Source: an optimization exercise on an open RTL-to-GDS flow (aim: small area). Production flows keep margins and buffers that such runs may drop.
Only simulation tests tie the RTL to the original design; equivalence was not proved.

==> v38 <==
// belt_core
module belt_core (
    input  wire        clk,
    input  wire        rst,
    output reg         mem_req,
    output reg         mem_we,
    output wire [15:0] mem_addr,
    output wire [15:0] mem_wdata,
    input  wire        mem_ready,
    input  wire [15:0] mem_rdata,
    output wire        halted,
    output wire [1:0]  result,
    output wire [15:0] pc_o,
    output wire [15:0] sp_o
);
==> flow/config.mk <==
export PLATFORM = sky130hd
export DESIGN_NAME = belt_core
export DESIGN_NICKNAME = belt_core
export VERILOG_FILES = /design/flow/design.v
export SDC_FILE = /design/flow/constraint.sdc
export NUM_CORES = 4
export LEC_CHECK = 0
export CAP_MARGIN = 20
export CORE_MARGIN = 2
export CORE_UTILIZATION = 60
export PLACE_DENSITY = 0.75
export SLEW_MARGIN = 20
==> flow/constraint.sdc <==
create_clock -name core_clock -period 10.0 [get_ports {clk}]
set_input_delay 2.0000 -clock core_clock [delete_from_list [all_inputs] [get_ports {clk}]]
set_output_delay 2.0000 -clock core_clock [all_outputs]
set_load 0.01 [all_outputs]
standard.sh (not shown) runs the stock make flow with config.mk's settings and CLKGATE_MAP_FILE= SYNTH_SCRIPT=/design/flow/synth_recipe.tcl, a recipe that flattens the netlist after the stock synthesis.
==> flow/flow/run.sh <==
#!/bin/bash
# The standard layout (standard.sh) with three changes:
#  1. after the standard synthesis, the combinational logic is mapped again
#     by ABC with an area-oriented script (flip-flops are kept as they are:
#     same cells, same names), see resyn below;
#  2. ports are buffered with the smallest buffer, buf_1;
#  3. CTS uses clkbuf_16 in clusters of at most 30 sinks and inserts no
#     dummy loads.
# Each tool writes its full output to a log file in this folder.
set -euo pipefail
export BUFFER_PORTS_ARGS="-buffer_cell sky130_fd_sc_hd__buf_1"
export CTS_ARGS="-sink_clustering_enable -repair_clock_nets -dont_use_dummy_load -buf_list {sky130_fd_sc_hd__clkbuf_16} -sink_clustering_size 30 -sink_clustering_max_diameter 80"

R=orfs/results/${FLOW_PLATFORM}/belt_core/base
LIB=${FLOW_HOME}/platforms/${FLOW_PLATFORM}/lib/sky130_fd_sc_hd__tt_025C_1v80.lib

# standard synthesis
bash standard.sh synth > synth.log 2>&1
cp $R/1_2_yosys.v 1_2_yosys_standard.v

# remap the combinational logic for area
DU=$(sed -n '/DONT_USE_CELLS += /,/^#/p' ${FLOW_HOME}/platforms/${FLOW_PLATFORM}/config.mk \
     | grep -o 'sky130_fd_sc_hd__[a-z0-9_]*' | sed 's/^/-dont_use /' | tr '\n' ' ')
SEQ=$(grep -o 'sky130_fd_sc_hd__[a-z0-9_]*' 1_2_yosys_standard.v | sort -u \
      | grep -E '__(df|edf|sdf|sedf|dl)' | tr '\n' ' ')
printf 'strash\n&get -n\n&deepsyn -T 40\n&put\ndch -f\namap -F 5 -A 5\nstrash\ndch -f\namap -F 5 -A 5\ntopo\n' > resyn.abc
cat > resyn.ys <<EOT
read_liberty -ignore_miss_func $LIB
blackbox $SEQ
read_verilog 1_2_yosys_standard.v
hierarchy -top ${FLOW_TOP}
flatten
opt_clean -purge
abc -liberty $LIB $DU -script resyn.abc
setundef -zero
splitnets
opt_clean -purge
hilomap -singleton -hicell sky130_fd_sc_hd__conb_1 HI -locell sky130_fd_sc_hd__conb_1 LO
insbuf -buf sky130_fd_sc_hd__buf_4 A X
opt_clean -purge
stat -liberty $LIB
write_verilog -noattr -nohex -nodec 1_2_yosys_resyn.v
EOT
yosys -s resyn.ys > resyn.log 2>&1
cp 1_2_yosys_resyn.v $R/1_2_yosys.v

# the rest of the flow (1_synth.odb is rebuilt from the new netlist)
bash standard.sh > standard.log 2>&1
==> v18: changes against v38 <==
--- a/flow/design.v
+++ b/flow/design.v
@@ -41,10 +41,11 @@
     reg [3:0]  idx;
     reg [4:0]  cnt;
     reg        sfull;
     reg [15:0] dring;    
     reg        dph;      
+    reg [3:0]  tag;
     reg [15:0] ir;
     reg [15:0] p;
     reg [15:0] q;
     reg [15:0] s;
     reg [15:0] pcm;
@@ -372,11 +373,11 @@
                 sp_en  = 1'b1;
                 nstate = S_CALL;
             end
             S_CALL: begin
                 asel = A_SP;
-                off  = {1'b0, {1'b0, fq} + 5'd1};
+                off  = {1'b0, {1'b0, tag} + 5'd1};
                 if (sfull) begin
                     mem_req = 1'b1;
                     mem_we  = 1'b1;
                     if (mem_ready)
                         sfull_n = 1'b0;
@@ -477,15 +478,15 @@
         dring <= {dring[14:0], (state == S_CLR) ? 1'b0 : take ? dph : dring[15]};
         if (rst)
             dph <= 1'b0;
         else if (state == S_CALL0)
             dph <= ~dph;
+        if (take)
+            tag <= idx;
         sfull <= sfull_n;
         if (ir_en)
             ir <= mem_rdata;
-        else if (take)
-            ir[3:0] <= idx;
         if (pc_en)
             pcm <= sum;
         if (sp_en)
             sp <= sum;
         case (p_op)
--- a/flow/flow/run.sh
+++ b/flow/flow/run.sh
@@ -21,11 +21,11 @@
 # remap the combinational logic for area
 DU=$(sed -n '/DONT_USE_CELLS += /,/^#/p' ${FLOW_HOME}/platforms/${FLOW_PLATFORM}/config.mk \
      | grep -o 'sky130_fd_sc_hd__[a-z0-9_]*' | sed 's/^/-dont_use /' | tr '\n' ' ')
 SEQ=$(grep -o 'sky130_fd_sc_hd__[a-z0-9_]*' 1_2_yosys_standard.v | sort -u \
       | grep -E '__(df|edf|sdf|sedf|dl)' | tr '\n' ' ')
-printf 'strash\n&get -n\n&deepsyn -T 40\n&put\ndch -f\namap -F 5 -A 5\nstrash\ndch -f\namap -F 5 -A 5\ntopo\n' > resyn.abc
+printf 'strash\n&get -n\n&deepsyn -T 40\n&put\ndch -f\nmap -a\nstrash\ndch -f\nmap -a\ntopo\n' > resyn.abc
 cat > resyn.ys <<EOT
 read_liberty -ignore_miss_func $LIB
 blackbox $SEQ
 read_verilog 1_2_yosys_standard.v
 hierarchy -top ${FLOW_TOP}
Settings changed: CORE_UTILIZATION 60 to 40, PLACE_DENSITY 0.75 to 0.6.
==> flow_summary.ini <==
[run_status]
status = timing/DRC/antenna clean

[worst_setup_path]
rr_worst_depth = 44

[finish]
ff_latch_area_sq_um = 8750

[clock_tree]
numCtsBuffers = 21
Source of the figures above: v18

==> flow_summary.ini <==
[worst_setup_path]
rr_worst_depth = 46
r2r_slack_ps = 980

[finish]
ff_latch_area_sq_um = 8630

[run_status]
status = timing/DRC/antenna clean

[clock_tree]
numCtsBuffers = 17
Source of the figures above: v38

==> re-timing with driven ports <==
No port has a modelled driver above. Below, the same layouts with a new extraction and two added sets of constraints.
Step 1 sets driving cells, clkbuf_16 on the clock port and buf_2 on the other inputs (assumed; they add their load-dependent delay and slew).
Step 2 times the ports against the registers' clock, not the clock port: input delays grow and output delays shrink by t, the midpoint of the rising clock arrivals with the driver on.
Three values: ideal ports, drivers, drivers and shift; two values: the first two.
run | t, ns | setup WS [ns] | worst slew at a driven data input, ns
v38 | 0.551 | 0.630 / 0.579 / 0.980 | 0.04
v18 | 0.565 | 0.695 / 0.644 / 1.209 | 0.05
After both steps setup and hold are still met in every run listed.
